Context: an optimization exercise on an open-source flow, tuned for small area, a short achievable clock period and few clock cycles. The choices shown serve that exercise and are no tape-out recipe. Only simulation tests tie the RTL to the original design; equivalence was not proved. No activity file was given, so power comes from the tool's default toggle rates.

<file path="design/flow/design.v">
module dbc3_blit (
    input  wire        clk,
    input  wire        rst,
    input  wire        start,
    output wire        ready,
    output reg         done,
    input  wire [23:0] src_addr,
    input  wire [8:0]  blit_x,
    input  wire [8:0]  blit_y,
    input  wire        flip_x,
    input  wire        flip_y,
    input  wire [7:0]  pen,
    input  wire        pen_mode,
    input  wire [9:0]  clip_x,
    input  wire [9:0]  clip_y,
    input  wire [9:0]  clip_width,
    input  wire [9:0]  clip_height,
    input  wire [3:0]  clip_ctrl,
    input  wire [23:0] rom_len,
    output wire [23:0] end_src_addr,
    output wire [8:0]  end_blit_y,
    output reg         anom_oor,
    output reg  [7:0]  anom_unk,
    output wire        rom_req,
    output wire [23:0] rom_addr,
    input  wire        rom_gnt,
    input  wire [7:0]  rom_rdata,
    output wire        pix_valid,
    input  wire        pix_ready,
    output wire [8:0]  pix_x,
    output wire [8:0]  pix_y,
    output wire [7:0]  pix_pen
);
    localparam [2:0] OP_NEXT = 3'd0, OP_LINE = 3'd1, OP_COPY = 3'd2,
                     OP_SKIP = 3'd3, OP_UNUSED = 3'd4, OP_CHGA = 3'd5,
                     OP_CHGP = 3'd6, OP_STOP = 3'd7;
    reg        s_idle, s_init, s_hdr, s_op, s_pix, s_fin, s_fin2;
    reg [23:0] len_r;
    reg        flip_x_r, flip_y_r;
    reg [7:0]  pen_r;
    reg        pen_mode_r;
    reg [9:0]  cx_r, cy_r;        
    reg [9:0]  cr_r, cb_r;        
    reg [3:0]  ctrl_r;
    reg [8:0]  xsm_r;             
    reg [8:0]  x_r;               
    reg [8:0]  y_r;
    reg [2:0]  ps1;               
    reg [3:0]  as1;               
    reg [15:0] cnt;               
    reg        is_copy, first;
    reg        pskip;             
    reg [23:0] fa;                
    reg        req;               
    reg        dv;                
    reg        endf;              
    reg [31:0] sb;
    reg [5:0]  rd;                
    reg [5:0]  bc;                
    reg [1:0]  wslot;             
    reg [5:0]  lim;               
    reg [2:0]  ub;                
    reg        pv_r;
    reg [7:0]  pp_r;
    assign ready        = s_idle;
    assign rom_req      = req & ~atlen;
    assign rom_addr     = fa;
    assign pix_valid    = pv_r;
    assign pix_x        = x_r;
    assign pix_y        = y_r;
    assign pix_pen      = pp_r;
    assign end_src_addr = fa;
    assign end_blit_y   = y_r;
    wire [5:0] rbc = lim - rd;            
    wire       rneg = rbc[5] & (|rbc[4:0]);   
    wire       atlen = (fa == len_r);     
    wire       exh = (endf | atlen) & ~dv;    
    wire       fake = exh & (bc <= 6'd24);    
    wire       wr   = dv | fake;
    wire [5:0] bcw = bc + (wr ? 6'd8 : 6'd0);
    wire [5:0] u   = bcw + (req ? 6'd8 : 6'd0);
    wire [5:0] cA = {2'b0, as1} + 6'd4;   
    wire [5:0] cP = {3'b0, ps1} + 6'd1;   
    wire [5:0] rd3 = rd + 6'd3;
    wire [5:0] rd6 = rd + 6'd6;
    wire [5:0] rd7 = rd + 6'd7;
    wire [5:0] rd8 = rd + 6'd8;
    wire [5:0] rdA = rd + cA;
    wire [5:0] rdP = rd + cP;
    wire [5:0] bc3 = bcw - 6'd3;
    wire [5:0] bc6 = bcw - 6'd6;
    wire [5:0] bc7 = bcw - 6'd7;
    wire [5:0] bc8 = bcw - 6'd8;
    wire [5:0] bcA = bcw - cA;
    wire [5:0] bcP = bcw - cP;
    wire ok3 = bc >= 6'd3;
    wire ok6 = bc >= 6'd6;
    wire ok7 = bc >= 6'd7;
    wire ok8 = bc >= 6'd8;
    wire okA = bc >= cA;
    wire okP = bc >= cP;
    wire rq0 = u <= 6'd24;
    wire rq3 = u <= 6'd27;
    wire rq6 = u <= 6'd30;
    wire rq7 = u <= 6'd31;
    wire rq8 = u <= 6'd32;
    wire rqA = {1'b0, u} <= {1'b0, cA} + 7'd24;
    wire rqP = {1'b0, u} <= {1'b0, cP} + 7'd24;
    wire [63:0] sb2 = {sb, sb};
    wire [31:0] rot = sb2 >> rd[4:0];
    wire [18:0] h   = rot[18:0];          
    wire [2:0]  op   = {h[0], h[1], h[2]};
    wire [7:0]  qfld = {h[0], h[1], h[2], h[3], h[4], h[5], h[6], h[7]};
    wire [7:0]  pval = qfld >> (3'd7 - ps1);
    wire [15:0] tfld = {h[3], h[4], h[5], h[6], h[7], h[8], h[9], h[10],
                        h[11], h[12], h[13], h[14], h[15], h[16], h[17], h[18]};
    wire [15:0] nval = tfld >> (4'd15 - as1);
    wire pv_hold = pv_r & ~pix_ready;
    wire yclip = ({1'b0, y_r} < cy_r) || (y_r > cb_r);
    wire ay = (ctrl_r[2] & ~yclip) | (ctrl_r[3] & yclip);
    reg  ay_r;
    always @(posedge clk) ay_r <= ay;
    wire lskip = ~is_copy & ~ay_r;
    wire       xs_cnt = pskip | (s_pix & ~is_copy);
    wire [8:0] xm     = xs_cnt ? cnt[8:0] : 9'd0;
    wire [9:0] xn2    = {x_r, 1'b1} + {(flip_x_r ? ~xm : xm), flip_x_r ^ s_pix};
    wire [8:0] xn     = xn2[9:1];         
    wire [8:0] xp     = x_r + (flip_x_r ? 9'h1FF : 9'h001);
    wire [8:0] x_pix  = lskip ? xn : xp;
    wire xclip_p = ({1'b0, xp} < cx_r) || (xp > cr_r);
    wire ax_p = (ctrl_r[0] & ~xclip_p) | (ctrl_r[1] & xclip_p);
    wire [7:0] color = (pen_mode_r ? {pval[7:4], pen_r[3:0]} : pval)
                       | {pen_r[7:4], 4'h0};
    wire op_arg  = (op == OP_LINE) | (op == OP_COPY) | (op == OP_SKIP);
    wire op_xy   = (op == OP_NEXT) | (op == OP_SKIP);
    wire need_p  = is_copy | first;
    wire go_op   = s_op & ~(op_xy & pv_hold)
                   & (op_arg ? okA : (op == OP_CHGA) ? ok7 : (op == OP_CHGP) ? ok6 : ok3);
    wire go_hdr  = s_hdr & ok8;
    wire go_pix  = s_pix & ~pv_hold & (~need_p | okP);
    wire k3  = go_op & ((op == OP_NEXT) | (op == OP_UNUSED));
    wire kS  = go_op & (op == OP_STOP);
    wire kA  = go_op & op_arg;
    wire k7  = go_op & (op == OP_CHGA);
    wire k6  = go_op & (op == OP_CHGP);
    wire k8  = go_hdr;
    wire kP  = go_pix & need_p;
    wire k0  = ~(k3 | kS | kA | k7 | k6 | k8 | kP);
    wire [5:0] rd_next = ({6{k3 | kS}} & rd3) | ({6{kA}} & rdA) | ({6{k7}} & rd7)
                       | ({6{k6}} & rd6) | ({6{k8}} & rd8) | ({6{kP}} & rdP)
                       | ({6{k0}} & rd);
    wire room = (k3 & rq3) | (kA & rqA) | (k7 & rq7) | (k6 & rq6) | (k8 & rq8)
              | (kP & rqP) | (k0 & rq0);
    wire [5:0] bc_next = ({6{k3 | kS}} & bc3) | ({6{kA}} & bcA) | ({6{k7}} & bc7)
                       | ({6{k6}} & bc6) | ({6{k8}} & bc8) | ({6{kP}} & bcP)
                       | ({6{k0}} & bcw);
    wire        fdec   = s_fin2;
    wire [3:0]  flo    = fdec ? ({1'b0, fa[2:0]} - {1'b0, ub}) : ({1'b0, fa[2:0]} + 4'd1);
    wire [23:0] fq     = fa ^ {24{fdec}};
    reg  [23:0] ft;
    integer b;
    always @(*) begin
        ft[2:0] = 3'd0;
        ft[3] = flo[3];
        for (b = 4; b < 24; b = b + 1)
            ft[b] = ft[b - 1] & fq[b - 1];
    end
    wire [23:0] fa_n   = {fa[23:3] ^ ft[23:3], flo[2:0]};
    wire [7:0]  wbyte  = dv ? rom_rdata : 8'hFF;
    wire [7:0]  wbits  = {wbyte[0], wbyte[1], wbyte[2], wbyte[3],
                          wbyte[4], wbyte[5], wbyte[6], wbyte[7]};
    wire        fin_go = s_fin2 & ~pv_hold;
    always @(posedge clk) begin
        if (rst) begin
            s_idle <= 1'b1;
            s_init <= 1'b0;
            s_hdr  <= 1'b0;
            s_op   <= 1'b0;
            s_pix  <= 1'b0;
            s_fin  <= 1'b0;
            s_fin2 <= 1'b0;
            done   <= 1'b0;
            req    <= 1'b0;
            dv     <= 1'b0;
            pv_r   <= 1'b0;
        end else begin
            done <= 1'b0;
            dv <= rom_req & rom_gnt;
            if (wr) begin
                case (wslot)
                    2'd0: sb[7:0]   <= wbits;
                    2'd1: sb[15:8]  <= wbits;
                    2'd2: sb[23:16] <= wbits;
                    2'd3: sb[31:24] <= wbits;
                endcase
                wslot <= wslot + 2'd1;
            end
            if (dv) lim <= lim + 6'd8;
            rd <= rd_next;
            bc <= bc_next;
            if (rneg) anom_oor <= 1'b1;
            if ((rom_req & rom_gnt) | fin_go) fa <= fa_n;
            req <= (s_init | s_hdr | s_op | s_pix) & ~kS & ~endf & room;
            if (pv_r & pix_ready) pv_r <= 1'b0;
            if (pskip) x_r <= xn;
            pskip <= 1'b0;
            if (s_idle & start) begin
                s_idle     <= 1'b0;
                s_init     <= 1'b1;
                len_r      <= rom_len;
                flip_x_r   <= flip_x;
                flip_y_r   <= flip_y;
                pen_r      <= pen;
                pen_mode_r <= pen_mode;
                cx_r       <= clip_x;
                cy_r       <= clip_y;
                cr_r       <= clip_width;
                cb_r       <= clip_height;
                ctrl_r     <= clip_ctrl;
                xsm_r      <= flip_x ? blit_x + 9'd1 : blit_x - 9'd1;
                x_r        <= flip_x ? blit_x + 9'd1 : blit_x - 9'd1;
                y_r        <= blit_y;
                fa         <= src_addr;
                endf       <= (src_addr >= rom_len);
                req        <= (src_addr < rom_len);
                rd         <= 6'd0;
                bc         <= 6'd0;
                wslot      <= 2'd0;
                lim        <= 6'd0;
                anom_oor   <= 1'b0;
                anom_unk   <= 8'd0;
                pskip      <= 1'b0;
            end
            if (s_init) begin
                cr_r   <= (({1'b0, cx_r} + {1'b0, cr_r}) > 11'd511)
                          ? 10'd511 : {1'b0, cx_r[8:0] + cr_r[8:0]};
                cb_r   <= (({1'b0, cy_r} + {1'b0, cb_r}) > 11'd511)
                          ? 10'd511 : {1'b0, cy_r[8:0] + cb_r[8:0]};
                s_init <= 1'b0;
                s_hdr  <= 1'b1;
            end
            if (go_hdr) begin
                ps1   <= {h[1], h[2], h[3]};
                as1   <= {h[4], h[5], h[6], h[7]};
                s_hdr <= 1'b0;
                s_op  <= 1'b1;
            end
            if (s_op) begin
                cnt     <= nval;
                is_copy <= (op == OP_COPY);
                first   <= 1'b1;
            end
            if (go_op) begin
                case (op)
                    OP_NEXT: begin
                        y_r <= y_r + (flip_y_r ? 9'h1FF : 9'h001);
                        x_r <= xsm_r;
                    end
                    OP_LINE, OP_COPY: begin
                        s_op    <= 1'b0;
                        s_pix   <= 1'b1;
                    end
                    OP_SKIP: pskip <= 1'b1;
                    OP_UNUSED: if (anom_unk != 8'hFF) anom_unk <= anom_unk + 8'd1;
                    OP_CHGA: as1 <= {h[3], h[4], h[5], h[6]};
                    OP_CHGP: ps1 <= {h[3], h[4], h[5]};
                    OP_STOP: begin
                        s_op  <= 1'b0;
                        s_fin <= 1'b1;
                    end
                endcase
            end
            if (s_pix & need_p & ~pv_hold) pp_r <= color;
            if (go_pix) begin
                pv_r  <= ax_p & ay_r;
                x_r   <= x_pix;
                cnt   <= cnt - 16'd1;
                first <= 1'b0;
                if (cnt == 16'd0 || lskip) begin
                    s_pix <= 1'b0;
                    s_op  <= 1'b1;
                end
            end
            if (s_fin) begin
                ub     <= (anom_oor | rneg) ? 3'd0 : (rbc[5:3] + {2'b0, dv});
                s_fin  <= 1'b0;
                s_fin2 <= 1'b1;
            end
            if (fin_go) begin
                done   <= 1'b1;
                s_fin2 <= 1'b0;
                s_idle <= 1'b1;
            end
        end
    end
endmodule
</file>
<file path="design/flow/flow/run.sh">
#!/bin/bash
# Layout: the standard flow (standard.sh, which runs ORFS from synthesis
# to the final layout), unchanged except that the port buffers are
# sky130_fd_sc_hd__buf_1 cells instead of the larger delay buffer that
# buffer_ports picks by default. Every port still gets its buffer.
# ORFS writes each step's full output to its own log under orfs/logs/;
# make's own output goes to standard.log.
set -euo pipefail
export BUFFER_PORTS_ARGS="-buffer_cell sky130_fd_sc_hd__buf_1"
bash standard.sh > standard.log 2>&1
</file>
<file path="design/flow/standard.sh">
#!/bin/bash
# synth_recipe.tcl (not shown) runs the flow's synth.tcl, then flattens the netlist and writes it again
# the make line also repeats each setting of config.mk as NAME=value (left out here)
make -C /OpenROAD-flow-scripts/flow DESIGN_CONFIG=/design/flow/config.mk WORK_HOME=/design/flow/orfs CLKGATE_MAP_FILE= SYNTH_SCRIPT=/design/flow/synth_recipe.tcl "${@:-finish}"
</file>
<file path="design/flow/config.mk">
export PLATFORM = sky130hd
export DESIGN_NAME = dbc3_blit
export DESIGN_NICKNAME = dbc3_blit
export VERILOG_FILES = /design/flow/design.v
export SDC_FILE = /design/flow/constraint.sdc
export NUM_CORES = 4
export LEC_CHECK = 0
export CAP_MARGIN = 20
export CORE_MARGIN = 2
export CORE_UTILIZATION = 40
export CTS_BUF_LIST = sky130_fd_sc_hd__clkbuf_4 sky130_fd_sc_hd__clkbuf_8
export PLACE_DENSITY = 0.6
export SETUP_SLACK_MARGIN = 4
export SLEW_MARGIN = 20
export TNS_END_PERCENT = 30
</file>
<file path="design/flow/constraint.sdc">
create_clock -name core_clock -period 8.0 [get_ports {clk}]
set_input_delay 1.6000 -clock core_clock [delete_from_list [all_inputs] [get_ports {clk}]]
set_output_delay 1.6000 -clock core_clock [all_outputs]
set_load 0.01 [all_outputs]
</file>
==> out/qor.txt, run 1 <==
Initial Utilization: 40.5%
Unrepaired setup endpoints after global routing: true
Worst-case clock buffer depth: 3
Post-Syn Area: 0.0188 mm^2
Post-synth top area share: 36.0%
Routed Antenna Nets: 0
Area leader, netlist: edfxtp_1
CP delay by family, top: multiplexers
Setup CP Type: register to register
R2R setup slack: 4.01 ns
IO buf count: 229
Ys flop type: edfxtp_1
I/O pins: 230
Startpoint Class: register
Tightest Pin Transition: 0.885 ns
Global route overflow: 0
Hold Slack: 0.474 ns
Nets: 2399
VDD IR-drop max: 127 uV
DIE WIDTH: 221 um
HP Class: register to register
Seq pwr share: 37.3%
Place WS: 3.12 ns
Met1 Use GR: 28.2%
Int Power: 2.72 mW
Worst Setup End Kind: register
Post-synthesis cell count: 1851
Drt total wl: 51500 um
Root Buffer: clkbuf_8
Vias in the first global route: 14800
Buf+Inv Stages, Crit Path: 2
TNS Setup: 0 ns
RR Endpoint: anom_unk[3]$_DFFE_PN_
Finished Core Util: 46.2%
First-pass GRT wire length: 81500 um
Worst path cell trace: buf_12, mux4_2, mux4_2, mux2i_4, buf_12, nand2_1, a2111oi_4, nand2_2, a31o_1, nand2_1, o21ai_0, a21o_1
Met2 Usage GRT: 33.8%
Crit share post-route: 49.9%
Post-DP HPWL: 37600 um
Max incr delay on CP: 0.55 ns
Routability cong.: 0.886
1st-pass router iterations: 7
Pwr/cell area: 194 mW/mm^2
Initial antenna violation count: 1
Final setup vio count: 0
Max-slew violation count: 0
Worst-path maximum fanout: 21
Ys Warns: 1
Fraction of layout cells with a size suffix above 1: 12.1%
Depth of the worst register-to-register path: 12
Number of max-cap violations: 0
Via count: 15100
Avg Inst Size Synth: 10.2 um^2
Number of enable flip-flop cells after synthesis: 226
All-layer global routing usage: 20.7%
Worst skew pair latency: 0.64 ns
Gate power share: 34.3%
Routed wire length per instance: 18.9 um
DIE HEIGHT: 221 um
Row count: 79
Library cells used by synthesis: 73
Clock group share of total power: 28.4%
Post-synth ARST share: 0%
Min-Delay Path Depth: 1
Achievable frequency: 0.250 GHz
Slowest cell on the critical path: mux4_2
Status: complete, no violations
Total core area: 0.0466 mm^2
Cell area after layout: 0.0215 mm^2
Worst setup margin: 4.01 ns
Hold Crit Start: ctrl_r[2]$_DFFE_PP_
Largest net degree at the start of global routing: 69
Synth Register Bits: 238
Relative slew slack: 40.7%
GR peak layer: met2
Mapped Nets: 2166
Hold worst-path end: ay_r$_DFF_P_
Leakage power: 8.31 nW
DR iter-0 viols: 932
Grt met3 use: 3.74%
CTS tree: yes
H-tree levels: 2
Syn-to-layout area delta: 14.2%
Clk_skew: 0.0273 ns
Final hold vios: 0
Fillers: 4393
DR vias/cell: 5.52
Worst endpoint required time: 8.39 ns
Die ar.: 0.0489 mm^2
NetSw: 1.46 mW
DRC viols: 0
Sw frac: 35.0%
Sequential area share after synthesis: 37.3%
CTS Buf Count: 48
Area occupied by registers: 0.00703 mm^2
Tmin final: 3.99 ns
FF-to-FF Start: rd[0]$_SDFFCE_PP0N_
Main area contributors after synthesis: edfxtp_1 (36%), ha_1 (11%), mux4_2 (6.3%)
Clk pin slew, worst setup/hold paths: 0.06 ns
Clock Sinks: 238
Multi-input gate area: 0.0109 mm^2
DP Area: 0.0201 mm^2
Arrival @ worst endpoint: 4.38 ns
stage by stage:
stage | power, mW | instances
floorplan | 2.58 | 1851
global placement | 2.89 | 2592
detailed placement | 2.92 | 2592
CTS | 4.17 | 2699
global route | 4.44 | 2729
finish | 4.18 | 2729
layer usage:
| metal | wire length (um) | part of all wire (%) |
|---|---|---|
| met2 | 24300 | 47 |
| met3 | 2710 | 5.3 |
| met5 | 0 | 0 |
| met4 | 1110 | 2.2 |
| met1 | 23300 | 45 |
kinds of logic after synthesis:
group / share of synthesized area (%)
AOI/OAI and AO/OA: 15.4
xor gates and xnor gates: 6.97
adders and majority gates: 12.5
buffers and inverters: 5.75
DFF: 37.3
muxes: 10.9
and+or+nand+nor: 11.3
layout by cell type, fill, tap and decap left out, types with 20 or more instances in the layout:
| cell type | instances |
|---|---|
| a211oi_1 | 20 |
| a21o_1 | 43 |
| a21oi_1 | 103 |
| a31oi_1 | 20 |
| buf_1 | 229 |
| buf_4 | 64 |
| clkbuf_8 | 48 |
| clkinv_1 | 21 |
| edfxtp_1 | 226 |
| ha_1 | 167 |
| inv_1 | 122 |
| mux2_2 | 22 |
| mux2i_1 | 56 |
| mux4_2 | 53 |
| nand2_1 | 131 |
| nand2b_1 | 32 |
| nand3_1 | 25 |
| nand4_1 | 20 |
| nor2_1 | 122 |
| nor2b_1 | 29 |
| o21ai_0 | 104 |
| o21ai_1 | 22 |
| o22a_1 | 20 |
| xnor2_1 | 100 |
| xor2_1 | 46 |
synth_stat cells (29+ instances only):
library cell,count
nor2_1,125
o21ai_0,107
nand2_1,131
buf_4,35
edfxtp_1,226
inv_1,127
mux4_2,53
nor2b_1,29
a21o_1,44
mux2i_1,57
xnor2_1,102
clkbuf_1,53
a21oi_1,105
nand2b_1,33
xor2_1,48
ha_1,170
final cells by class:
| type | count | area share [%] |
|---|---|---|
| multi-input cells | 1366 | 50.7 |
| flip-flops and latches | 238 | 32.7 |
| repair buffers | 299 | 6.68 |
| well taps | 607 | 3.53 |
| clock buffers | 59 | 3.45 |
| inverters | 130 | 2.32 |
| clock inverters | 28 | 0.628 |
| repair inverters | 1 | 0.0232 |
| diodes | 1 | 0.0116 |
sequential cells by signal, indices dropped and copies added (netlist names), 6 cells and up:
| register | cells |
|---|---|
| cx_r | 10 |
| pen_r | 8 |
| rd | 6 |
| len_r | 24 |
| pp_r | 8 |
| anom_unk | 8 |
| cr_r | 10 |
| cb_r | 10 |
| xsm_r | 9 |
| fa | 24 |
| y_r | 9 |
| sb | 32 |
| cy_r | 10 |
| cnt | 16 |
| bc | 6 |
| x_r | 9 |
worst max-delay path by stage:
stage | start | end | cells after the start
after floorplan | start | fa[0]$_DFFE_PP_ | 6
after global placement | start | pen_r[6]$_DFFE_PP_ | 7
after detailed placement | start | pen_r[6]$_DFFE_PP_ | 7
after CTS | flip_x_r$_DFFE_PP_ | pv_r$_SDFFE_PP0P_ | 17
after global routing | len_r[0]$_DFFE_PP_ | req$_SDFF_PP0_ | 18
final | rd[0]$_SDFFCE_PP0N_ | anom_unk[3]$_DFFE_PN_ | 12
power by group through the flow:
stage          sequential, mW  clock, mW  combinational, mW
6_report                 1.56       1.19               1.43
5_1_grt                  1.57       1.28               1.59
2_1_floorplan            1.56          0               1.03
3_3_place_gp             1.60          0               1.30
3_5_place_dp             1.60          0               1.33
4_1_cts                  1.56       1.23               1.38
what timing repair did:
action / 4_1_cts / 5_1_grt
buffers inserted: 19 / 27
endpoints found under the setup margin: 88 / 79
hold buffers: 0 / 0
pin swaps: 4 / 9
cloned: 1 / 2
endpoints found under the hold margin: 0 / 0
resized for setup: 17 / 24
Testbench counts, summed over its fixed seeds: cycles 37,259.
==> run 2: changes to the inputs <==
--- a/design/flow/config.mk
+++ b/design/flow/config.mk
@@ -13,3 +13,3 @@
 export SETUP_SLACK_MARGIN = 4
 export SLEW_MARGIN = 20
-export TNS_END_PERCENT = 30
+export TNS_END_PERCENT = 10
==> out/qor.txt, run 2 <==
Top flop regs: sb x32, fa x24, len_r x24
DIE HEIGHT: 221 um
Arrival @ worst endpoint: 4.53 ns
Post-synth top area share: 36.0%
Highest-count cells in the layout ignoring fill and taps: buf_1 (229), edfxtp_1 (226), ha_1 (167)
Crit share post-route: 50.1%
Fillers: 4394
Layout Cells excl Fill: 2729
VDD IR-drop max: 129 uV
IO buf count: 229
Tightest Pin Transition: 0.886 ns
Relative slew slack: 40.6%
Row count: 79
1st-pass router iterations: 6
Ys Warns: 1
Clock Sinks: 238
DIE WIDTH: 221 um
Final setup vio count: 0
Initial Utilization: 40.5%
All-layer global routing usage: 20.7%
Syn-to-layout area delta: 14.2%
Status: complete, no violations
Tmin final: 4.01 ns
Number of max-cap violations: 0
I/O pins: 230
Placed cell count: 2592
Post-synthesis cell count: 1851
HP Class: register to register
Die ar.: 0.0489 mm^2
DR vias/cell: 5.51
Top reg by flops: sb
Startpoint Class: register
Setup CP Type: register to register
Fraction of layout cells with a size suffix above 1: 12.1%
Post-synth top cells: edfxtp_1 (226), ha_1 (170), nand2_1 (131)
Met2 WL: 24300 um
H-tree levels: 2
Ys flop type: edfxtp_1
Post-synth ARST share: 0%
Synth Register Bits: 238
Met1 wire length: 23300 um
Worst-case clock buffer depth: 3
Leakage power: 8.31 nW
Routed length on met3: 2740 um
Sequential area share after synthesis: 37.3%
First-pass GRT wire length: 81500 um
Unrepaired setup endpoints after global routing: true
Routed Antenna Nets: 0
TNS Setup: 0 ns
Largest net degree at the start of global routing: 69
Clk pin slew, worst setup/hold paths: 0.06 ns
Via count: 15000
Main area contributors after synthesis: edfxtp_1 (36%), ha_1 (11%), mux4_2 (6.3%)
Routability cong.: 0.886
Achievable frequency: 0.249 GHz
Worst Setup End Kind: register
DRC viols: 0
Worst-path maximum fanout: 11
Nets: 2399
Post-DP HPWL: 37600 um
Most common cell after layout, fill and taps aside: buf_1
CTS tree: yes
Routed wire length per instance: 18.9 um
DR iter-0 viols: 1049
Library cells used by synthesis: 73
Final hold vios: 0
Global route overflow: 0
Mapped Nets: 2166
Root Buffer: clkbuf_8
Post-Syn Area: 0.0188 mm^2
Total core area: 0.0466 mm^2
Worst endpoint required time: 8.52 ns
Number of enable flip-flop cells after synthesis: 226
Max Used Layer: met4
Max-slew violation count: 0
Vias in the first global route: 14800
Clk_skew: 0.0285 ns
Finished Core Util: 46.2%
Worst skew pair latency: 0.64 ns
Max reg flops: 32
Avg Inst Size Synth: 10.2 um^2
Drt total wl: 51500 um
CTS Buf Count: 48
Pwr/cell area: 194 mW/mm^2
Area leader, netlist: edfxtp_1
Count leader, synth: edfxtp_1
Initial antenna violation count: 1
-- run 2: cell counts after synthesis --
No cell type changed its count.
-- run 2: cells by family after synthesis --
group           after synthesis  share of synthesized area (%)
compound gates              455                           15.4
simple gates                445                           11.3
buf+inv                     248                           5.75
flops                       238                           37.3
fa+ha+maj                   181                           12.5
xor+xnor                    150                           6.97
mux                         134                           10.9
-- run 2: routing by layer --
| metal | track usage, % | up-vias |
|---|---|---|
| met3 | 3.74 | 76 |
| li1 | - | 7274 |
| met2 | 33.8 | 429 |
| met4 | 5.87 | 0 |
| met5 | 0 | - |
| met1 | 28.2 | 7263 |
-- run 2: per-stage QoR --
step	setup slack [ns]	cell area [um^2]	power, mW	hold slack [ns]
after global routing	3.81	21500	4.44	0.488
after CTS	3.81	21200	4.17	0.487
final	3.99	21500	4.18	0.474
after floorplan	3.92	18900	2.58	0.417
after global placement	3.15	20100	2.89	0.467
after detailed placement	3.12	20100	2.92	0.482
-- run 2: layout make-up --
type                       instances  area, um^2  area share (%)
antenna                            1        2.50          0.0116
multi-input combinational       1366       10900            50.7
inverter                         130         499            2.32
sequential                       238        7030            32.7
tap                              607         759            3.53
clock inverter                    28         135           0.628
timing repair inverter             1        5.00          0.0232
clock buffer                      59         743            3.45
timing repair buffer             299        1440            6.68
-- run 2: where the power goes --
group / internal [mW] / switching (mW)
clock network: 0.613 / 0.572
registers: 1.47 / 0.0912
logic: 0.635 / 0.798
total: 2.71 / 1.46
-- run 2: timing repair --
| action | 4_1_cts | 5_1_grt |
|---|---|---|
| gates cloned | 1 | 2 |
| pin swaps | 4 | 9 |
| setup endpoints to repair | 88 | 79 |
| hold buffers | 0 | 0 |
| setup buffers | 19 | 27 |
| resized for setup | 16 | 23 |
-- run 2: worst paths after layout --
path / from / end / slack [ns] / cells past startpoint
min: ctrl_r[2]$_DFFE_PP_ / ay_r$_DFF_P_ / 0.47 / 1
max reg2reg: len_r[0]$_DFFE_PP_ / req$_SDFF_PP0_ / 3.99 / 18
max: len_r[0]$_DFFE_PP_ / req$_SDFF_PP0_ / 3.99 / 18
min reg2reg: ctrl_r[2]$_DFFE_PP_ / ay_r$_DFF_P_ / 0.47 / 1
-- run 2: worst max-delay path, cell delays in order, from the launching register on --
cell	delay (ns)
edfxtp_1	0.41
xnor2_2	0.28
nand4_1	0.21
nor4_2	0.30
nand3_1	0.16
nand2b_1	0.15
a21oi_2	0.10
inv_2	0.10
ha_4	0.24
ha_1	0.23
ha_4	0.19
xor2_4	0.19
ha_1	0.31
and4_1	0.19
a31oi_1	0.18
o21ai_1	0.13
a211oi_1	0.23
o21ai_1	0.11
a22o_1	0.20
==> run 3: changes to the inputs <==
--- a/design/flow/config.mk
+++ b/design/flow/config.mk
@@ -10,6 +10,6 @@
 export CORE_UTILIZATION = 40
 export CTS_BUF_LIST = sky130_fd_sc_hd__clkbuf_4 sky130_fd_sc_hd__clkbuf_8
-export PLACE_DENSITY = 0.6
+export PLACE_DENSITY = 0.75
 export SETUP_SLACK_MARGIN = 4
 export SLEW_MARGIN = 20
-export TNS_END_PERCENT = 10
+export TNS_END_PERCENT = 30
==> out/qor.txt, run 3 <==
Fraction of layout cells with a size suffix above 1: 13.2%
DRC viols: 0
Most common cell after layout, fill and taps aside: buf_1
Max incr delay on CP: 0.41 ns
Clock Sinks: 238
Worst endpoint required time: 6.40 ns
Ys Warns: 1
Arrival @ worst endpoint: 2.37 ns
Main area contributors after synthesis: edfxtp_1 (36%), ha_1 (11%), mux4_2 (6.3%)
First-pass GRT wire length: 83300 um
Synth Register Bits: 238
Syn-to-layout area delta: 15.6%
HP Class: register to register
Avg Inst Size Synth: 10.2 um^2
DP Area: 0.0200 mm^2
Buf+Inv Stages, Crit Path: 1
Achievable frequency: 0.252 GHz
Die ar.: 0.0489 mm^2
Final hold vios: 0
Max reg flops: 32
Max-slew violation count: 0
Vias in the first global route: 15300
Nets: 2408
Global route overflow: 0
Sequential area share after synthesis: 37.3%
VDD IR-drop max: 132 uV
DIE HEIGHT: 221 um
Pwr/cell area: 199 mW/mm^2
Post-Syn Area: 0.0188 mm^2
All-layer global routing usage: 21.0%
Leakage power: 8.44 nW
Highest-count cells in the layout ignoring fill and taps: buf_1 (229), edfxtp_1 (226), ha_1 (166)
Number of diodes: 0
Cell area after layout: 0.0218 mm^2
Status: complete, no violations
IO buf count: 229
Root Buffer: clkbuf_8
Worst skew pair latency: 0.64 ns
Ys flop type: edfxtp_1
Slowest cell on the critical path: edfxtp_1
Clk_skew: 0.0462 ns
Unrepaired setup endpoints after global routing: true
Crit share post-route: 49.6%
DR vias/cell: 5.76
Setup CP Type: register to output port
Total core area: 0.0466 mm^2
H-tree levels: 2
Tightest Pin Transition: 1.07 ns
Clk pin slew, worst setup/hold paths: 0.06 ns
Worst-path maximum fanout: 2
1st-pass router iterations: 5
Post-DP HPWL: 38500 um
Final setup vio count: 0
Drt total wl: 53900 um
Startpoint Class: register
CTS tree: yes
Routed wire length per instance: 19.7 um
Post-synth top cells: edfxtp_1 (226), ha_1 (170), nand2_1 (131)
Library cells used by synthesis: 73
Top reg by flops: sb
Via count: 15800
Worst Setup End Kind: output port
I/O pins: 230
Relative slew slack: 28.6%
Worst-case clock buffer depth: 3
CTS Buf Count: 45
Count leader, synth: edfxtp_1
Routability cong.: 0.943
Worst path cell trace: xnor2_2, nand4_1, nor4_2, nand3_1, and2_1, buf_1
Post-synth ARST share: 0%
Top flop regs: sb x32, fa x24, len_r x24
CP delay by family, top: simple AND/OR/NAND/NOR gates
Post-synthesis cell count: 1851
DIE WIDTH: 221 um
TNS Setup: 0 ns
Largest net degree at the start of global routing: 68
Post-synth top area share: 36.0%
Row count: 79
Area leader, netlist: edfxtp_1
Initial antenna violation count: 0
Number of enable flip-flop cells after synthesis: 226
Initial Utilization: 40.5%
Mapped Nets: 2166
DR iter-0 viols: 1489
Tmin final: 3.97 ns
Number of max-cap violations: 0
Routed Antenna Nets: 0
## run 3: power by group
| part | total [mW] | switching (mW) | internal (mW) |
|---|---|---|---|
| registers | 1.56 | 0.0891 | 1.47 |
| clock network | 1.29 | 0.579 | 0.711 |
| logic | 1.49 | 0.839 | 0.649 |
## run 3: metal layers
metal / vias up / global-route usage (%) / part of all wire [%]
met5: - / 0 / 0
met4: 0 / 6.99 / 3.1
met3: 125 / 3.84 / 7.2
met2: 722 / 34.6 / 47
met1: 7600 / 27.7 / 42
li1: 7308 / - / -
## run 3: cell families (layout without fill, tap and decap cells)
group                    Yosys count  after routing  synth area share (%)
AO/OA/AOI/OAI                    455            455                  15.4
AND/OR/NAND/NOR                  445            446                  11.3
buffers and inverters            248            523                  5.75
flip-flops                       238            238                  37.3
adder cells (fa/ha/maj)          181            181                  12.5
XOR/XNOR                         150            150                  6.97
multiplexers                     134            135                  10.9
## run 3: path summary, 6_finish.rpt
| kind | start | end | slack (ns) | depth (start not counted) |
|---|---|---|---|---|
| setup / recovery | len_r[0]$_DFFE_PP_ | rom_req | 4.03 | 6 |
| hold / removal | ctrl_r[3]$_DFFE_PP_ | ay_r$_DFF_P_ | 0.49 | 1 |
| setup reg to reg | len_r[0]$_DFFE_PP_ | req$_SDFF_PP0_ | 4.10 | 18 |
| hold reg to reg | ctrl_r[3]$_DFFE_PP_ | ay_r$_DFF_P_ | 0.49 | 1 |
## run 3: stage by stage
step	setup slack (ns)	cells	util [%]	hold slack, ns	power [mW]
after CTS	3.93	2691	45.6	0.497	4.27
final	4.03	2735	46.8	0.491	4.33
after floorplan	3.92	1851	-	0.417	2.58
after global placement	3.52	2587	43.0	0.470	2.88
after global routing	3.88	2735	46.8	0.506	4.58
after detailed placement	3.39	2587	43.0	0.475	2.93
## run 3: area by class of cell
| cell class | instances | area (um^2) |
|---|---|---|
| fillers | 4300 | 24800 |
| multi-input cells | 1367 | 11000 |
| flip-flops and latches | 238 | 7030 |
| repair buffers | 310 | 1550 |
| clock buffers | 64 | 800 |
| well taps | 607 | 759 |
| inverters | 130 | 505 |
| clock inverters | 18 | 141 |
| repair inverters | 1 | 5.00 |
## run 3: timing repair
item / in CTS / in global routing
cloned: 2 / 3
setup buffers: 20 / 40
setup endpoints to repair: 45 / 32
hold buffers: 0 / 0
pin swaps: 4 / 15
resized for setup: 18 / 31
==> run 4: changes to the inputs <==
--- a/design/flow/config.mk
+++ b/design/flow/config.mk
@@ -11,5 +11,5 @@
 export CTS_BUF_LIST = sky130_fd_sc_hd__clkbuf_4 sky130_fd_sc_hd__clkbuf_8
 export PLACE_DENSITY = 0.75
-export SETUP_SLACK_MARGIN = 4
+export SETUP_SLACK_MARGIN = 4.5
 export SLEW_MARGIN = 20
 export TNS_END_PERCENT = 30
==> out/qor.txt, run 4 <==
Syn-to-layout area delta: 22.6%
Top flop regs: sb x32, fa x24, len_r x24
Worst endpoint required time: 6.40 ns
Routed wire length per instance: 20.2 um
Setup crit start: fa[12]$_DFFE_PP_
Row count: 79
Post-DP HPWL: 38500 um
Pwr/cell area: 200 mW/mm^2
Initial antenna violation count: 0
R2R setup slack: 4.20 ns
H-tree levels: 2
Max-slew violation count: 0
Number of enable flip-flop cells after synthesis: 226
Initial Utilization: 40.5%
Fraction of layout cells with a size suffix above 1: 19.1%
Ys flop type: edfxtp_1
Placed cell count: 2586
Worst Setup End Kind: output port
Arrival @ worst endpoint: 2.25 ns
Root Buffer: clkbuf_8
Routed Antenna Nets: 0
Die ar.: 0.0489 mm^2
Library cells used by synthesis: 73
Via count: 16300
Post-Syn Area: 0.0188 mm^2
DR iter-0 viols: 1481
Post-synthesis cell count: 1851
HP Class: register to register
Crit share post-route: 48.1%
Unrepaired setup endpoints after global routing: true
Final hold vios: 0
Setup crit end: rom_req
Nets: 2474
Depth of the worst register-to-register path: 12
Number of diodes: 0
Worst-case clock buffer depth: 3
Worst-path maximum fanout: 2
DIE HEIGHT: 221 um
I/O pins: 230
Relative slew slack: 28.5%
VDD IR-drop max: 181 uV
Total core area: 0.0466 mm^2
Ys Warns: 1
Most common cell after layout, fill and taps aside: buf_1
Post-synthesis simple-gate area fraction: 11.3%
XOR/XNOR Fraction of Synth Area: 6.97%
Hold Buf Count CTS: 0
Final setup vio count: 0
Top reg by flops: sb
Finished Core Util: 49.6%
TNS Setup: 0 ns
Synthesized-area fraction occupied by adder cells: 12.5%
RR Endpoint: bc[2]$_SDFFCE_PP0N_
Clk_skew: 0.0406 ns
IO buf count: 229
Clk pin slew, worst setup/hold paths: 0.06 ns
Worst setup margin: 4.15 ns
Clock Sinks: 238
Main area contributors after synthesis: edfxtp_1 (36%), ha_1 (11%), mux4_2 (6.3%)
Largest net degree at the start of global routing: 50
Avg Inst Size Synth: 10.2 um^2
Synth Area in Compound Gates: 15.4%
Status: complete, no violations
Tmin final: 3.85 ns
Leakage power: 8.99 nW
CTS tree: yes
Drt total wl: 56500 um
Post-synth top area share: 36.0%
Post-synth top cells: edfxtp_1 (226), ha_1 (170), nand2_1 (131)
Vias in the first global route: 16000
Area leader, netlist: edfxtp_1
Highest-count cells in the layout ignoring fill and taps: buf_1 (228), edfxtp_1 (226), ha_1 (160)
Routability cong.: 0.933
CTS Buf Count: 45
Synth Register Bits: 238
Place WS: 3.49 ns
First-pass GRT wire length: 87300 um
Setup CP Type: register to output port
Mapped Nets: 2166
All-layer global routing usage: 22.0%
Global route overflow: 0
Count leader, synth: edfxtp_1
Largest family of logic cells by synthesized area: compound AO/OA/AOI/OAI gates
1st-pass router iterations: 5
Total power: 4.62 mW
Post-synth ARST share: 0%
Mux share of post-synthesis cell area: 10.9%
FF-to-FF Start: rd[0]$_SDFFCE_PP0N_
DRC viols: 0
Max reg flops: 32
Number of max-cap violations: 0
DR vias/cell: 5.81
Layout Cells excl Fill: 2801
DIE WIDTH: 221 um
Worst skew pair latency: 0.65 ns
Achievable frequency: 0.260 GHz
Sequential area share after synthesis: 37.3%
Tightest Pin Transition: 1.07 ns
Startpoint Class: register
-- run 4: cells by family (layout without fill, tap and decap cells) --
group           count (synthesis)  in the layout
buf+inv                       248            591
mux                           134            134
xor+xnor                      150            150
compound gates                455            455
simple gates                  445            445
fa+ha+maj                     181            181
flops                         238            238
-- run 4: metal layers --
metal,part of all wire [%],track usage [%],up-vias,wire length [um]
met5,0,0,-,0
met1,41,28.6,7846,22900
li1,-,-,7418,-
met4,3.3,7.90,0,1880
met2,48,36.2,856,26900
met3,8.5,4.79,155,4790
-- run 4: worst min path at each step --
stage | cells after the start | start | end
floorplan | 1 | s_fin$_SDFF_PP0_ | s_fin$_SDFF_PP0_
global placement | 1 | ctrl_r[2]$_DFFE_PP_ | ay_r$_DFF_P_
detailed placement | 1 | ctrl_r[2]$_DFFE_PP_ | ay_r$_DFF_P_
CTS | 2 | s_fin2$_SDFFE_PP0P_ | done$_SDFF_PP0_
global route | 1 | ctrl_r[2]$_DFFE_PP_ | ay_r$_DFF_P_
finish | 1 | ctrl_r[2]$_DFFE_PP_ | ay_r$_DFF_P_
-- run 4: stage by stage --
step	hold WS (ns)	cell area, um^2
2_1_floorplan	0.417	19000
3_3_place_gp	0.480	20100
3_5_place_dp	0.481	20100
4_1_cts	0.497	22200
5_1_grt	0.529	23100
6_report	0.499	23100
-- run 4: what timing repair did --
| action | CTS | global route |
|---|---|---|
| resized for setup | 77 | 89 |
| pin swaps | 29 | 44 |
| setup endpoints to repair | 95 | 130 |
| cloned | 7 | 4 |
| buffers inserted | 70 | 52 |
-- run 4: critical path, cell delays in order (launching register included) --
cell	delay [ns]
edfxtp_1	0.46
xnor2_2	0.22
nand4_1	0.14
nor4_2	0.30
nand3_1	0.17
and2_4	0.19
buf_6	0.12
-- run 4: layout make-up --
| class | count | area (um^2) |
|---|---|---|
| Multi-Input combinational cell | 1365 | 11500 |
| Inverter | 130 | 513 |
| Sequential cell | 238 | 7030 |
| Fill cell | 4090 | 23500 |
| Timing Repair Buffer | 378 | 2300 |
| Clock buffer | 63 | 823 |
| Clock inverter | 19 | 206 |
| Tap cell | 607 | 759 |
| Timing Repair inverter | 1 | 5.00 |
-- run 4: report_power, final --
group          internal [mW]  switching [mW]  leakage (nW)  total (mW)
clock                  0.799           0.578         0.540        1.38
combinational          0.766           0.925          6.20        1.69
sequential              1.47          0.0897          2.25        1.56
total                   3.03            1.59          8.99        4.62
==> run 5: changes to the inputs <==
--- a/design/flow/design.v
+++ b/design/flow/design.v
@@ -117,5 +117,9 @@
     wire [15:0] nval = tfld >> (4'd15 - as1);
     wire pv_hold = pv_r & ~pix_ready;
-    wire yclip = ({1'b0, y_r} < cy_r) || (y_r > cb_r);
+    reg        pnext, unk_p;
+    wire       pn_go = pnext & ~pv_hold;
+    wire [8:0] y_inc = y_r + (flip_y_r ? 9'h1FF : 9'h001);
+    wire [8:0] y_a   = pn_go ? y_inc : y_r;
+    wire yclip = ({1'b0, y_a} < cy_r) || (y_a > cb_r);
     wire ay = (ctrl_r[2] & ~yclip) | (ctrl_r[3] & yclip);
     reg  ay_r;
@@ -138,5 +142,5 @@
                    & (op_arg ? okA : (op == OP_CHGA) ? ok7 : (op == OP_CHGP) ? ok6 : ok3);
     wire go_hdr  = s_hdr & ok8;
-    wire go_pix  = s_pix & ~pv_hold & (~need_p | okP);
+    wire go_pix  = s_pix & ~pv_hold & ~pnext & (~need_p | okP);
     wire k3  = go_op & ((op == OP_NEXT) | (op == OP_UNUSED));
     wire kS  = go_op & (op == OP_STOP);
@@ -184,4 +188,6 @@
             dv     <= 1'b0;
             pv_r   <= 1'b0;
+            pnext  <= 1'b0;
+            unk_p  <= 1'b0;
         end else begin
             done <= 1'b0;
@@ -205,4 +211,11 @@
             if (pskip) x_r <= xn;
             pskip <= 1'b0;
+            if (pn_go) begin
+                y_r <= y_inc;
+                x_r <= xsm_r;
+            end
+            pnext <= (go_op & (op == OP_NEXT)) | (pnext & pv_hold);
+            if (unk_p && anom_unk != 8'hFF) anom_unk <= anom_unk + 8'd1;
+            unk_p <= go_op & (op == OP_UNUSED);
             if (s_idle & start) begin
                 s_idle     <= 1'b0;
@@ -231,4 +244,6 @@
                 anom_unk   <= 8'd0;
                 pskip      <= 1'b0;
+                pnext      <= 1'b0;
+                unk_p      <= 1'b0;
             end
             if (s_init) begin
@@ -253,8 +268,4 @@
             if (go_op) begin
                 case (op)
-                    OP_NEXT: begin
-                        y_r <= y_r + (flip_y_r ? 9'h1FF : 9'h001);
-                        x_r <= xsm_r;
-                    end
                     OP_LINE, OP_COPY: begin
                         s_op    <= 1'b0;
@@ -262,5 +273,4 @@
                     end
                     OP_SKIP: pskip <= 1'b1;
-                    OP_UNUSED: if (anom_unk != 8'hFF) anom_unk <= anom_unk + 8'd1;
                     OP_CHGA: as1 <= {h[3], h[4], h[5], h[6]};
                     OP_CHGP: ps1 <= {h[3], h[4], h[5]};
--- a/design/flow/config.mk
+++ b/design/flow/config.mk
@@ -10,6 +10,6 @@
 export CORE_UTILIZATION = 40
 export CTS_BUF_LIST = sky130_fd_sc_hd__clkbuf_4 sky130_fd_sc_hd__clkbuf_8
-export PLACE_DENSITY = 0.75
-export SETUP_SLACK_MARGIN = 4.5
+export PLACE_DENSITY = 0.6
+export SETUP_SLACK_MARGIN = 4
 export SLEW_MARGIN = 20
 export TNS_END_PERCENT = 30
==> out/qor.txt, run 5 <==
Relative slew slack: 40.8%
Nets: 2466
Ys flop type: edfxtp_1
Post-DP HPWL: 40300 um
Fraction of layout cells with a size suffix above 1: 15.6%
Worst path cell trace: ha_1, xor2_1, inv_1, ha_1, a21boi_0, o21ai_0, nand2_1, and4b_4, clkinvlp_4, nor2_1, buf_4, a21oi_1, o21ai_1, a2111oi_0, or4b_1, o311ai_1
Fillers: 4398
Max incr delay on CP: 0.52 ns
Unrepaired setup endpoints after global routing: true
Die ar.: 0.0489 mm^2
1st-pass router iterations: 5
Depth of the worst register-to-register path: 16
Avg Inst Size Synth: 10.1 um^2
Mapped Nets: 2182
Final hold vios: 0
Achievable frequency: 0.252 GHz
Initial Utilization: 40.5%
VDD IR-drop max: 93.7 uV
Post-synth top area share: 36.0%
Sequential area share after synthesis: 37.5%
Worst Setup End Kind: register
Finished Core Util: 47.3%
Routability cong.: 0.936
Row count: 79
Routed wire length per instance: 19.8 um
CTS Buf Count: 46
Top reg by flops: sb
DIE WIDTH: 221 um
Vias in the first global route: 15300
Clk_skew: 0.0471 ns
Final setup vio count: 0
Worst-case clock buffer depth: 3
Post-Syn Area: 0.0189 mm^2
Total core area: 0.0466 mm^2
Ys Warns: 1
Leakage power: 8.73 nW
Global route overflow: 0
Root Buffer: clkbuf_8
Syn-to-layout area delta: 16.9%
Max reg flops: 32
CTS tree: yes
Min-Delay Path Depth: 1
Worst skew pair latency: 0.64 ns
H-tree levels: 2
Clk pin slew, worst setup/hold paths: 0.07 ns
DIE HEIGHT: 221 um
Drt total wl: 55200 um
Area leader, netlist: edfxtp_1
Pwr/cell area: 189 mW/mm^2
Initial antenna violation count: 0
Post-synthesis cell count: 1867
Most frequent cell on the critical path: ha_1
Worst endpoint required time: 8.44 ns
Number of diodes: 0
Setup CP Type: register to register
Startpoint Class: register
First-pass GRT wire length: 85200 um
I/O pins: 230
Top flop regs: sb x32, fa x24, len_r x24
IO buf count: 229
Routed Antenna Nets: 0
Number of enable flip-flop cells after synthesis: 226
TNS Setup: 0 ns
Clock Sinks: 240
Cell area after layout: 0.0220 mm^2
Post-synth ARST share: 0%
Synth Register Bits: 240
Arrival @ worst endpoint: 4.41 ns
DP Area: 0.0201 mm^2
DR iter-0 viols: 920
Max-slew violation count: 0
All-layer global routing usage: 21.9%
Slowest cell on the critical path: edfxtp_1
Most common cell after layout, fill and taps aside: buf_1
DR vias/cell: 5.56
HP Class: register to register
Count leader, synth: edfxtp_1
Library cells used by synthesis: 80
Highest-count cells in the layout ignoring fill and taps: buf_1 (228), edfxtp_1 (226), ha_1 (169)
Post-synth top cells: edfxtp_1 (226), ha_1 (170), nand2_1 (138)
Largest net degree at the start of global routing: 76
Via count: 15500
Main area contributors after synthesis: edfxtp_1 (36%), ha_1 (11%), mux4_2 (4.8%)
Tmin final: 3.97 ns
Tightest Pin Transition: 0.888 ns
Status: complete, no violations
Worst-path maximum fanout: 24
DRC viols: 0
Total power: 4.17 mW
Crit share post-route: 49.6%
Number of max-cap violations: 0
-- run 5: cell types whose count changed in the layout (fill, tap and decap cells not counted), sizes merged, moves of 7 or more --
cell    previous run  this run
mux4              53        40
o21a              15        23
nor4              16         9
a21oi            106       123
clkbuf            67        58
o31ai              2         9
a31oi             21         8
nor2             125       133
nand2            132       139
buf              374       347
clkinv            14        21
mux2              23        44
o21bai            10        18
-- run 5: final timing paths --
| path | slack [ns] | endpoint | from |
|---|---|---|---|
| worst min register to register | 0.45 | s_fin$_SDFF_PP0_ | s_fin$_SDFF_PP0_ |
| worst max register to register | 4.03 | rd[5]$_SDFFCE_PP0N_ | ps1[0]$_DFFE_PN_ |
| worst max-delay path | 4.03 | rd[5]$_SDFFCE_PP0N_ | ps1[0]$_DFFE_PN_ |
| worst min-delay path | 0.45 | s_fin$_SDFF_PP0_ | s_fin$_SDFF_PP0_ |
-- run 5: routing by layer --
layer  share of wire, %  track usage (%)  vias up
met5                  0                0        -
met1                 43             28.6     7459
met2                 47             36.4      554
met4                3.5             8.42        0
met3                6.1             3.45      123
li1                   -                -     7381
-- run 5: worst max-delay path, delay by kind of cell, from the launching register on --
kind	cells	cell delay, ns
simple gates	4	1.17
fa+ha+maj	2	0.63
compound gates	6	0.71
buf+inv	3	0.47
xor+xnor	1	0.30
flops	1	0.52
-- run 5: cell type report --
type                            count  area, um^2  share of cell area [%]
Clock buffer                       57         716                    3.25
Clock inverter                     23         140                   0.636
Inverter                          129         499                    2.27
Multi-Input combinational cell   1385       11000                    50.0
Sequential cell                   240        7070                    32.1
Tap cell                          607         759                    3.45
Timing Repair Buffer              348        1840                    8.35
Timing Repair inverter              1        5.00                  0.0227
-- run 5: logic make-up (layout without fill, tap and decap cells) --
family                   after synthesis  after routing  share of synthesized area, %
buffers and inverters                242            558                          5.63
multiplexers                         144            144                          10.6
AND/OR/NAND/NOR                      457            457                          11.6
AO/OA/AOI/OAI                        456            456                          15.4
adder cells (fa/ha/maj)              181            181                          12.4
XOR/XNOR                             147            147                          6.83
flip-flops                           240            240                          37.5
-- run 5: what timing repair did --
item	4_1_cts	5_1_grt
setup buffers	16	83
pin swaps	1	12
resized for setup	28	42
endpoints found under the hold margin	0	0
gates cloned	3	0
endpoints found under the setup margin	71	52
hold buffers	0	0
-- run 5: report_power, final --
| group | total, mW | internal, mW | switching [mW] |
|---|---|---|---|
| clock network | 1.19 | 0.623 | 0.571 |
| registers | 1.55 | 1.47 | 0.0812 |
| logic | 1.42 | 0.620 | 0.804 |
-- run 5: metrics by stage --
stage / std cells / hold slack [ns] / worst slack (ns)
after floorplan: 1867 / 0.413 / 3.60
after global placement: 2607 / 0.450 / 3.12
after detailed placement: 2607 / 0.447 / 3.01
after CTS: 2706 / 0.456 / 3.75
after global routing: 2790 / 0.495 / 3.82
final: 2790 / 0.454 / 4.03
Testbench counts of run 5, summed over its fixed seeds: cycles 37,259.
==> run 6: changes to the inputs <==
--- a/design/flow/config.mk
+++ b/design/flow/config.mk
@@ -10,5 +10,5 @@
 export CORE_UTILIZATION = 40
 export CTS_BUF_LIST = sky130_fd_sc_hd__clkbuf_4 sky130_fd_sc_hd__clkbuf_8
-export PLACE_DENSITY = 0.6
+export PLACE_DENSITY = 0.75
 export SETUP_SLACK_MARGIN = 4
 export SLEW_MARGIN = 20
==> out/qor.txt, run 6 <==
Status: complete, no violations
Place WS: 3.03 ns
Hold Crit Start: s_fin$_SDFF_PP0_
Clock Sinks: 240
TNS Setup: 0 ns
Max Used Layer: met4
Total power: 4.23 mW
CTS Buf Count: 42
1st-pass router iterations: 6
HP Class: register to register
Hold worst-path end: s_fin$_SDFF_PP0_
Clk_skew: 0.0404 ns
Final setup vio count: 0
Unrepaired setup endpoints after global routing: true
Finished Core Util: 47.6%
Routability cong.: 1.00
Final hold vios: 0
Worst-case clock buffer depth: 3
Sequential area share after synthesis: 37.5%
Top reg by flops: sb
Clk pin slew, worst setup/hold paths: 0.08 ns
Met1 wire length: 22200 um
Initial Utilization: 40.5%
Synth Register Bits: 240
Min-Delay Path Depth: 1
R2R setup slack: 3.85 ns
Vias in the first global route: 15700
Crit share post-route: 51.9%
Placed cell count: 2609
DP Area: 0.0201 mm^2
Largest net degree at the start of global routing: 45
Row count: 79
Routed length on met3: 4180 um
Mapped Nets: 2182
Achievable frequency: 0.241 GHz
Worst setup margin: 3.85 ns
Met2 WL: 26600 um
Depth of the worst register-to-register path: 11
Ys flop type: edfxtp_1
Avg Inst Size Synth: 10.1 um^2
Via count: 15900
RR Endpoint: rd[5]$_SDFFCE_PP0N_
Nets: 2455
Tmin final: 4.15 ns
Routed Antenna Nets: 0
Layout Cells excl Fill: 2781
Relative slew slack: 48.1%
Total core area: 0.0466 mm^2
DRC viols: 0
Post-synth top cells: edfxtp_1 (226), ha_1 (170), nand2_1 (138)
Initial antenna violation count: 0
VDD IR-drop max: 98.7 uV
I/O pins: 230
Die ar.: 0.0489 mm^2
Tightest Pin Transition: 0.778 ns
FF-to-FF Start: rd[0]$_SDFFCE_PP0N_
Fraction of layout cells with a size suffix above 1: 15.7%
Hold Buf Count CTS: 0
Ys Warns: 1
Library cells used by synthesis: 80
DR vias/cell: 5.71
Global route overflow: 0
Worst-path maximum fanout: 8
Number of diodes: 0
Max reg flops: 32
DR iter-0 viols: 1227
DIE HEIGHT: 221 um
IO buf count: 229
Syn-to-layout area delta: 17.4%
Number of enable flip-flop cells after synthesis: 226
DIE WIDTH: 221 um
Pwr/cell area: 191 mW/mm^2
Root Buffer: clkbuf_8
First-pass GRT wire length: 85200 um
Startpoint Class: register
Top flop regs: sb x32, fa x24, len_r x24
Number of max-cap violations: 0
Post-synth top area share: 36.0%
H-tree levels: 2
Setup CP Type: register to register
Worst endpoint required time: 8.40 ns
Main area contributors after synthesis: edfxtp_1 (36%), ha_1 (11%), mux4_2 (4.8%)
Arrival @ worst endpoint: 4.55 ns
Most common cell after layout, fill and taps aside: buf_1
Cell area after layout: 0.0221 mm^2
Area leader, netlist: edfxtp_1
Post-Syn Area: 0.0189 mm^2
Post-synthesis cell count: 1867
Post-synth ARST share: 0%
Worst skew pair latency: 0.61 ns
Highest-count cells in the layout ignoring fill and taps: buf_1 (229), edfxtp_1 (226), ha_1 (169)
CTS tree: yes
Post-DP HPWL: 40300 um
Worst Setup End Kind: register
Hold Slack: 0.449 ns
Count leader, synth: edfxtp_1
Drt total wl: 55700 um
Leakage power: 8.74 nW
Routed wire length per instance: 20.0 um
Max-slew violation count: 0
All-layer global routing usage: 21.6%
==> run 6: final cells by class <==
| class | count | area [um^2] |
|---|---|---|
| clock buffer | 62 | 759 |
| fill | 4198 | 24400 |
| clock inverter | 16 | 125 |
| sequential | 240 | 7070 |
| timing repair buffer | 342 | 1820 |
| inverter | 129 | 495 |
| tap | 607 | 759 |
| multi-input combinational | 1385 | 11100 |
==> run 6: worst max path at each step <==
stage	slack [ns]	cells past startpoint	startpoint	to
after floorplan	3.60	18	pix_ready	ay_r$_DFF_P_
after global placement	3.06	17	pix_ready	ay_r$_DFF_P_
after detailed placement	3.03	17	pix_ready	ay_r$_DFF_P_
after CTS	3.93	18	x_r[0]$_DFFE_PP_	pv_r$_SDFFE_PP0P_
after global routing	3.83	11	rd[0]$_SDFFCE_PP0N_	rd[5]$_SDFFCE_PP0N_
final	3.85	11	rd[0]$_SDFFCE_PP0N_	rd[5]$_SDFFCE_PP0N_
==> run 6: cells by family after synthesis <==
| logic type | synth area share (%) |
|---|---|
| AO/OA/AOI/OAI | 15.4 |
| XOR/XNOR | 6.83 |
| adder cells (fa/ha/maj) | 12.4 |
| buffers and inverters | 5.63 |
| flip-flops | 37.5 |
| multiplexers | 10.6 |
| AND/OR/NAND/NOR | 11.6 |
==> run 6: report_power, final <==
group	switching [mW]	internal, mW
logic	0.834	0.635
clock network	0.559	0.649
registers	0.0815	1.47
total	1.47	2.75
==> run 6: metal layers <==
layer | up-vias | GRT usage (%)
li1 | 7358 | -
met1 | 7553 | 27.0
met2 | 786 | 36.2
met3 | 171 | 3.70
met4 | 0 | 10.6
met5 | - | 0
==> run 6: timing repair <==
| action | CTS | global route |
|---|---|---|
| endpoints found under the setup margin | 50 | 30 |
| pin swaps | 2 | 19 |
| gates cloned | 1 | 2 |
| setup buffers | 17 | 74 |
| gates resized for setup | 31 | 58 |
==> run 6: critical path, cell delays in order (launching register included) <==
cell	delay, ns
edfxtp_1	0.61
clkbuf_16	0.26
mux4_2	0.55
mux4_2	0.50
mux2_4	0.37
buf_4	0.17
or2_4	0.26
a21oi_1	0.30
and2_4	0.28
nor2_1	0.09
o2111a_1	0.27
o311ai_1	0.28

## separate check: timing with driven ports
Ports are ideal in the flow. The routed layouts listed here were re-timed in OpenROAD.
Step 1 (the two cells are an assumption about what drives the block):
set clk [get_ports {clk}]
set_driving_cell -lib_cell sky130_fd_sc_hd__clkbuf_16 $clk
set_driving_cell -lib_cell sky130_fd_sc_hd__buf_2 [delete_from_list [all_inputs] $clk]
Step 2 also shifts input and output timing later by t, the mid clock arrival at the registers, as if the neighbouring blocks saw the same clock.
Three values: ideal ports, drivers, drivers and shift; two values: the first two.
| run | t (ns) | slack for setup (ns) | worst setup path at the end | worst slew at a driven data input, ns |
|---|---|---|---|---|
| run 1 | 0.677 | 4.006 / 4.003 / 3.584 | input to register | 0.08 |
| run 2 | 0.676 | 3.990 / 3.974 / 3.587 | input to register | 0.08 |
| run 3 | 0.664 | 4.029 / 3.981 / 3.941 | input to register | 0.07 |
| run 4 | 0.680 | 4.153 / 4.100 / 3.903 | input to register | 0.07 |
| run 5 | 0.661 | 4.030 / 4.027 / 3.366 | input to register | 0.07 |
| run 6 | 0.639 | 3.847 / 3.847 / 3.489 | input to register | 0.06 |
After both steps every run listed still meets setup and hold. For run 5, which loses most, drivers alone change the setup slack by -0.003 ns; drivers and shift together by -0.664 ns.
